What follows belongs to an exercise in optimizing a design on an open flow for small area, a short achievable clock period and few clock cycles per item; a production flow would make more cautious choices. Function was checked by simulation only, so behaviour that the tests miss may differ from the original. Power and IR drop assume default switching activity.

== the baseline ==
Design pma_engine, start of the top module:
module pma_engine (
    input  wire        clk,
    input  wire        rst,
    input  wire        cmd_valid,
    output wire        cmd_ready,
    input  wire [31:0] cmd_word,
    input  wire [7:0]  cmd_len,
    input  wire        in_valid,
    output wire        in_ready,
    input  wire [7:0]  in_data,
    output wire        out_valid,
    input  wire        out_ready,
    output wire [7:0]  out_data,
    output wire        res_valid,
    input  wire        res_ready,
    output wire [3:0]  res_status,
    output wire [31:0] res_value
);
    localparam [7:0] SOP = 8'h7E, EOP = 8'h7F, ESC = 8'h7D;
    localparam [3:0] K_STUFF = 4'd1, K_UNSTUFF = 4'd2, K_CSUM = 4'd3,
                     K_VERIFY = 4'd4, K_WRAP = 4'd5, K_UNWRAP = 4'd6,
                     K_SEAL = 4'd7, K_PUSH = 4'd8, K_POP = 4'd9,
                     K_CLOSE = 4'd10, K_STAT = 4'd11, K_ILL = 4'd12,
                     K_LEN = 4'd13;
    localparam [3:0] ST_OK = 4'h0, ST_FRAMING = 4'h1, ST_ESC_END = 4'h2,
                     ST_INV_ESC = 4'h3, ST_CSUM = 4'h4, ST_ILLEGAL = 4'h5,
                     ST_LENGTH = 4'h6, ST_FULL = 4'h7, ST_EMPTY = 4'h8,
                     ST_OVERFLOW = 4'h9;
    localparam [1:0] M_PLAIN = 2'd0, M_STUFF = 2'd1, M_WRAP = 2'd2, M_SEAL = 2'd3;
    localparam [1:0] S_NONE = 2'd0, S_SLOT = 2'd1, S_JOB = 2'd2;
    localparam RQD = 8;      
    localparam RQW = 3;
    function is_res(input [7:0] b);
        is_res = (b == SOP) || (b == EOP) || (b == ESC);
    endfunction
    wire [7:0] d_op  = cmd_word[7:0];
    wire [7:0] d_imm = cmd_word[15:8];
    wire [7:0] d_ch  = cmd_word[23:16];
    wire [7:0] d_rsv = cmd_word[31:24];
    wire d_codec = (d_op >= 8'h01) && (d_op <= 8'h07);
    wire d_rsm   = (d_op >= 8'h10) && (d_op <= 8'h13);
    wire d_ill   = !(d_codec || d_rsm) ||
                   (d_codec && ((d_imm != 8'd0) || (d_ch != 8'd0))) ||
                   (d_rsm && ((d_ch >= 8'd4) || (cmd_len != 8'd0) ||
                              ((d_op != 8'h10) && (d_imm != 8'd0))));
    wire d_len0  = (cmd_len == 8'd0);
    wire d_big   = (cmd_len > 8'd16);
    wire d_okc   = !d_ill && d_codec && !d_big;
    wire d_okr   = !d_ill && d_rsm;
    wire [3:0] d_k = d_ill ? K_ILL : d_codec ? (d_big ? K_LEN : d_op[3:0]) :
                     {2'b10, d_op[1:0]};
  ...
Size: roughly 1800 flip-flops, roughly 100 I/O pins.
export LEC_CHECK = 0
export CAP_MARGIN = 20
export CORE_MARGIN = 2
export CORE_UTILIZATION = 60
export SLEW_MARGIN = 20
create_clock -name core_clock -period 10.0 [get_ports {clk}]
run.sh (not shown) runs the stock make flow with config.mk's settings and CLKGATE_MAP_FILE= SYNTH_SCRIPT=/design/flow/synth_recipe.tcl, a recipe that flattens the netlist after the stock synthesis.
Testbench counts of the baseline, summed over its fixed seeds: cycles 19,320, items 5,121.
For the candidate, these inputs were changed with respect to the baseline:
--- a/flow/design.v
+++ b/flow/design.v
@@ -37,32 +37,30 @@
     wire [7:0] d_imm = cmd_word[15:8];
     wire [7:0] d_ch  = cmd_word[23:16];
     wire [7:0] d_rsv = cmd_word[31:24];
     wire d_codec = (d_op >= 8'h01) && (d_op <= 8'h07);
     wire d_rsm   = (d_op >= 8'h10) && (d_op <= 8'h13);
     wire d_ill   = !(d_codec || d_rsm) ||
                    (d_codec && ((d_imm != 8'd0) || (d_ch != 8'd0))) ||
-                   (d_rsm && ((d_ch >= 8'd4) || (cmd_len != 8'd0) ||
-                              ((d_op != 8'h10) && (d_imm != 8'd0))));
+                   (d_rsm && ((d_ch >= 8'd4) || ((d_op != 8'h10) && (d_imm != 8'd0))));
     wire d_len0  = (cmd_len == 8'd0);
     wire d_big   = (cmd_len > 8'd16);
-    wire d_okc   = !d_ill && d_codec && !d_big;
+    wire d_okc   = !d_ill && d_codec;
     wire d_okr   = !d_ill && d_rsm;
-    wire [3:0] d_k = d_ill ? K_ILL : d_codec ? (d_big ? K_LEN : d_op[3:0]) :
-                     {2'b10, d_op[1:0]};
+    wire [3:0] d_k = d_ill ? K_ILL : d_codec ? d_op[3:0] : {2'b10, d_op[1:0]};
     wire [7:0] d_x = ((d_op == 8'h10) && d_len0) ? d_imm : cmd_len;
     wire d_stf  = d_okc && ((d_op[2:0] == 3'd1) || (d_op[2:0] == 3'd5) || (d_op[2:0] == 3'd7));
     wire d_unst = d_okc && ((d_op[2:0] == 3'd2) || (d_op[2:0] == 3'd6));
-    wire [22:0] c_in = {d_rsv != 8'd0, d_okr && (d_op[1:0] == 2'd0), d_okr, d_stf, d_unst,
+    wire [23:0] c_in = {d_big, d_rsv != 8'd0, d_okr && (d_op[1:0] == 2'd0), d_okr, d_stf, d_unst,
                         d_k, d_ch[1:0], d_x, d_len0, cmd_len == 8'd1,
                         d_imm == SOP, d_imm == EOP};
-    reg [22:0] cq0, cq1;
+    reg [23:0] cq0, cq1;
     reg [1:0]  ccnt;
     reg        c_rdy;
-    wire       c_push = cmd_valid & c_rdy;
+    wire       c_push = cmd_valid & (ccnt != 2'd2);
     wire       c_pop;
     always @(posedge clk) begin
         if (rst) begin
             ccnt  <= 2'd0;
             c_rdy <= 1'b1;
         end else begin
             ccnt  <= ccnt + {1'b0, c_push} - {1'b0, c_pop};
@@ -79,15 +77,15 @@
     end
     assign cmd_ready = c_rdy;
     wire [11:0] b_in = {in_data, in_data == SOP, in_data == EOP, in_data == ESC,
                         (in_data == 8'h5E) || (in_data == 8'h5F) || (in_data == 8'h5D)};
     reg [11:0] bq0, bq1;
     reg [1:0]  bcnt;
     reg        b_rdy;
-    wire       b_push = in_valid & b_rdy;
+    wire       b_push = in_valid & (bcnt != 2'd2);
     wire       b_pop;
     always @(posedge clk) begin
         if (rst) begin
             bcnt  <= 2'd0;
             b_rdy <= 1'b1;
         end else begin
             bcnt  <= bcnt + {1'b0, b_push} - {1'b0, b_pop};
@@ -121,32 +119,35 @@
     reg [7:0]  w_dat;
     reg [RQW:0] occ;
     reg         occ_full;
     wire        x1_rec;                  
     wire        rq_pop;
     wire       hv  = (ccnt != 2'd0);
     wire       h_rsv = cq0[22];
-    wire [3:0] hk  = h_rsv ? K_ILL : cq0[17:14];
+    wire       h_big = cq0[23];
+    wire [3:0] h_kr  = cq0[17:14];
+    wire       h_kill = h_rsv || (cq0[20] && !cq0[3]);
+    wire [3:0] hk  = h_kill ? K_ILL : (!h_kr[3] && h_big) ? K_LEN : h_kr;
     wire [1:0] hc  = cq0[13:12];
     wire [7:0] hx  = cq0[11:4];
     wire       hx0 = cq0[3];
     wire       hx1 = cq0[2];
     wire       hxs = cq0[1];
     wire       hxe = cq0[0];
     wire       bv    = (bcnt != 2'd0);
     wire [7:0] bd    = bq0[11:4];
     wire       b_sop = bq0[3];
     wire       b_eop = bq0[2];
     wire       b_esc = bq0[1];
     wire       b_code = bq0[0];
     wire       b_res = b_sop | b_eop | b_esc;
-    wire h_rsm  = cq0[20] && !h_rsv;
-    wire h_stf  = cq0[19] && !h_rsv;
-    wire h_unst = cq0[18] && !h_rsv;
-    wire h_push = cq0[21] && !h_rsv;
+    wire h_rsm  = cq0[20] && !h_rsv && cq0[3];
+    wire h_stf  = cq0[19] && !h_rsv && !h_big;
+    wire h_unst = cq0[18] && !h_rsv && !h_big;
+    wire h_push = cq0[21] && !h_rsv && cq0[3];
     wire h_buf  = h_stf || h_unst;
     reg       walk;      
     reg [4:0] en;        
     reg [7:0] rem;       
     reg       rem1;      
     reg [7:0] sum;
     reg [5:0] ol;        
@@ -668,16 +669,18 @@
     end
     wire [8:0]  ob_in = {g_ph == PH_DONE, g_byte};
     wire [19:0] rr_in = {e_data, e_st,
                          e_stat ? {5'd0, e_val[2:1] == 2'd2, e_val[2:1] != 2'd0, e_val[0]} :
                          e_data ? {2'b00, e_cnt} : e_val,
                          e_stat ? e_val[2:1] : 2'd0,
                          e_stat ? e_val[7:3] : 5'd0};
-    wire o_pop  = o_valid && out_ready;
-    wire r_pop  = r_valid && res_ready;
+    wire o_vi   = (ocnt != 2'd0) && !need_rec && !((rcnt != 2'd0) && !rr0[19]);
+    wire r_vi   = (rcnt != 2'd0) && (!rr0[19] || need_rec);
+    wire o_pop  = o_vi && out_ready;
+    wire r_pop  = r_vi && res_ready;
     wire o_push = e_emit;
     wire r_push = e_rel;
     reg [1:0]  ocnt_n, rcnt_n;
     reg [8:0]  ob0_n;
     reg [19:0] rr0_n;
     reg        nr_n;
     always @(*) begin
==> notes.md <==
Global-route total usage across every layer of the candidate is on par with the baseline. For the candidate, the cell with the largest stage delay on the worst path was nor3_1, unlike the baseline, where it was or4_1. Of the two candidates, the baseline has the worse hold slack and the candidate the better one. Side by side, required time of the critical path turned out lower in the candidate than in the baseline. Non-clock buffer count in the candidate vs the baseline: down 7. On the candidate: number of nets in the final layout is about 0.9% higher than what the baseline gave. Compared with the baseline, in the candidate share of post-route cells with drive strength above 1 roughly the same, share of the core filled with cells fell 0.42 points, overall die width closely matched the old numbers, worst setup timing slack at the placement stage now larger. Looking at design internal power, the candidate sits 1.5% lower than the baseline does. The candidate ended up with x2_val[0]$_DFF_P_ as its origin of the worst setup path; the baseline ended up with cmd_len[4].
Testbench counts of the candidate, summed over its fixed seeds: cycles 19,320, items 5,121.

re-timing with driven ports:
How much do the figures lean on ideal ports? The routed layouts below were timed once more, with nothing changed but the port constraints.
Step 1: set_driving_cell puts a clkbuf_16 on clk and a buf_2 on each other input, an assumption about the parent block.
Step 2 also shifts input and output timing later by t, the mid clock arrival at the registers, as if the neighbouring blocks saw the same clock.
Three values: no drivers, after step 1, after step 2; two values: the first two.
run | shift t [ns] | setup slack, ns | clock arrival spread, ns | worst slew at a driven data input, ns
the baseline | 0.863 | 5.794 / 5.845 / 4.983 | 0.026 / 0.025 | 0.17
the candidate | 0.867 | 5.923 / 5.923 / 5.388 | 0.030 / 0.029 | 0.12
After both steps every run listed still meets setup and hold. For the baseline, which loses most, drivers alone change the setup slack by +0.051 ns; drivers and shift together by -0.811 ns.
